This is an optimization exercise on Yosys and OpenROAD, whose aim is a short achievable clock period, not a production implementation. The clock input has no modelled driver; a real chip could not lean on it and would need a root buffer or a full tree. No activity file was given, so power comes from the tool's default toggle rates.

==> flow/design.v (excerpt) <==
module fcp #(
    parameter PMAX = 64                  
) (
    input  wire        clk,
    input  wire        rst,              
    input  wire        req_valid,
    input  wire [35:0] req,
    output reg         rsp_valid,
    output reg  [49:0] rsp
);
Size: roughly 2,600 cells after synthesis, about 760 flip-flops, about 0.030 mm^2 of cells after synthesis.
clock: 4.5 ns
lec_check: 0
abc_clock_period_in_ps: 800
cap_margin: 20
core_margin: 2
core_utilization: 40
place_density: 0.6
setup_slack_margin: 2.5
slew_margin: 20
standard.sh (not shown) runs the stock make flow with config.mk's settings and CLKGATE_MAP_FILE= SYNTH_SCRIPT=/design/flow/synth_recipe.tcl, a recipe that flattens the netlist after the stock synthesis.
==> flow/flow/run.sh <==
#!/bin/bash
# Standard layout, with the clock tree built by flow/tree.tcl (two levels of
# clkbuf_16) instead of TritonCTS. Full output of the ORFS run goes to
# flow_standard.log in the work folder; ORFS's own per-step logs stay under orfs/logs.
set -euo pipefail
W=$(pwd)
export PRE_CTS_TCL="$W/flow/tree.tcl"
bash standard.sh > "$W/flow_standard.log" 2>&1
==> flow/flow/tree.tcl <==
# PRE_CTS hook: build a two-level clock tree by hand in place of TritonCTS.
# The clock port drives NROOT clkbuf_16 buffers; each drives the clkbuf_16
# leaf buffers of its region; each leaf drives at most LEAF_MAX flip-flops.
# Regions and leaf clusters come from recursive bisection of the flip-flop
# positions (alternating x and y at the median).

set LEAF_MAX 28
set NROOT_LEVELS 2   ;# 2 bisections -> 4 root buffers
set BUF sky130_fd_sc_hd__clkbuf_16

set db    [ord::get_db]
set block [ord::get_db_block]
set master [$db findMaster $BUF]
set clknet [$block findNet clk]

set sinks {}
foreach it [$clknet getITerms] {
  set inst [$it getInst]
  set bb [$inst getBBox]
  set x [expr {([$bb xMin] + [$bb xMax]) / 2}]
  set y [expr {([$bb yMin] + [$bb yMax]) / 2}]
  lappend sinks [list $x $y $it]
}
puts "tree.tcl: [llength $sinks] clock sinks"

proc bisect {items axis} {
  set s [lsort -integer -index $axis $items]
  set h [expr {[llength $s] / 2}]
  return [list [lrange $s 0 [expr {$h - 1}]] [lrange $s $h end]]
}

# split items until each part has at most max entries
proc split_to {items axis max} {
  if {[llength $items] <= $max} { return [list $items] }
  lassign [bisect $items $axis] a b
  set na [expr {1 - $axis}]
  return [concat [split_to $a $na $max] [split_to $b $na $max]]
}

proc split_levels {items axis levels} {
  if {$levels == 0} { return [list $items] }
  lassign [bisect $items $axis] a b
  set na [expr {1 - $axis}]
  return [concat [split_levels $a $na [expr {$levels - 1}]] [split_levels $b $na [expr {$levels - 1}]]]
}

proc centroid {items} {
  set sx 0; set sy 0
  foreach e $items { set sx [expr {$sx + [lindex $e 0]}]; set sy [expr {$sy + [lindex $e 1]}] }
  set n [llength $items]
  return [list [expr {$sx / $n}] [expr {$sy / $n}]]
}

proc place_buf {block master name x y} {
  set inst [odb::dbInst_create $block $master $name]
  set w [[$inst getMaster] getWidth]
  set h [[$inst getMaster] getHeight]
  $inst setLocation [expr {$x - $w / 2}] [expr {$y - $h / 2}]
  $inst setPlacementStatus PLACED
  return $inst
}

set regions [split_levels $sinks 0 $NROOT_LEVELS]
set r 0
set nleaf 0
foreach reg $regions {
  set leaves [split_to $reg [expr {$NROOT_LEVELS % 2}] $LEAF_MAX]
  set rnet [odb::dbNet_create $block "clknet_r$r"]
  $rnet setSigType CLOCK
  set lc {}
  foreach lf $leaves {
    lassign [centroid $lf] x y
    lappend lc [list $x $y]
    set li [place_buf $block $master "clkbuf_leaf_r${r}_$nleaf" $x $y]
    set lnet [odb::dbNet_create $block "clknet_leaf_$nleaf"]
    $lnet setSigType CLOCK
    [$li findITerm X] connect $lnet
    [$li findITerm A] connect $rnet
    foreach e $lf {
      set it [lindex $e 2]
      $it disconnect
      $it connect $lnet
    }
    incr nleaf
  }
  lassign [centroid $lc] x y
  set ri [place_buf $block $master "clkbuf_root_$r" $x $y]
  [$ri findITerm X] connect $rnet
  [$ri findITerm A] connect $clknet
  incr r
}
$clknet setSigType CLOCK
puts "tree.tcl: $r root buffers, $nleaf leaf buffers"

global_connect
set_propagated_clock [all_clocks]

# TritonCTS is replaced by the tree above
rename clock_tree_synthesis clock_tree_synthesis_unused
proc clock_tree_synthesis {args} { puts "tree.tcl: clock tree built by hand, TritonCTS skipped" }
The starting point completed without violations.
Change:
--- a/flow/flow/tree.tcl
+++ b/flow/flow/tree.tcl
@@ -14,2 +14,17 @@
 set clknet [$block findNet clk]
+
+# Port buffers: the flow leaves delay cells (clkdlybuf4s50_1) at the ports;
+# use plain buffers so the port paths start fast.
+foreach bt [$block getBTerms] {
+  set net [$bt getNet]
+  if {[$net getName] == "clk"} continue
+  foreach it [$net getITerms] {
+    set inst [$it getInst]
+    if {[$bt getIoType] == "INPUT"} {
+      replace_cell [$inst getName] sky130_fd_sc_hd__buf_8
+    } else {
+      replace_cell [$inst getName] sky130_fd_sc_hd__buf_4
+    }
+  }
+}
 
--- a/flow/config.mk
+++ b/flow/config.mk
@@ -12,3 +12,3 @@
 export PLACE_DENSITY = 0.6
-export SETUP_SLACK_MARGIN = 2.5
+export SETUP_SLACK_MARGIN = 2.75
 export SLEW_MARGIN = 20
What happened:
- design area rises by 4.8%
- power rose by about 1.1%
- utilization rises by 2.2 points
- first-iteration DRC count grows by 20%
- critical path depth is unchanged
Function was not checked in any run of this note: the RTL went through the layout flow alone. No run of this note takes its clock network from TritonCTS; it comes from the design's own scripts or RTL.

separate check: timing with driven ports:
The results above use ideal ports. As a check the final layouts listed here were re-extracted and re-timed, cells and wires unchanged. Step 1 assumes that a clkbuf_16 drives the clock port and a buf_2 every other input. Step 2 moves the port delays by t, midway between the first and last clock arrival at a register: inputs arrive t later, outputs are due t later. That takes back most of the time a late clock gives input paths. Three values: ideal, step 1, step 2; two values: the first two.
run	t (ns)	setup slack, ns	hold slack, ns	worst setup path after step 2	pins driven straight from the clock port
the first run	0.514	2.298 / 2.389 / 1.875	0.441 / 0.441 / 0.441	input to register	4
the second run	0.515	2.277 / 2.353 / 1.838	0.449 / 0.449 / 0.449	input to register	4
After both steps every run listed still meets setup and hold. The setup slack of the second run, which loses most, moves by +0.076 ns with the drivers and by -0.439 ns with both steps.
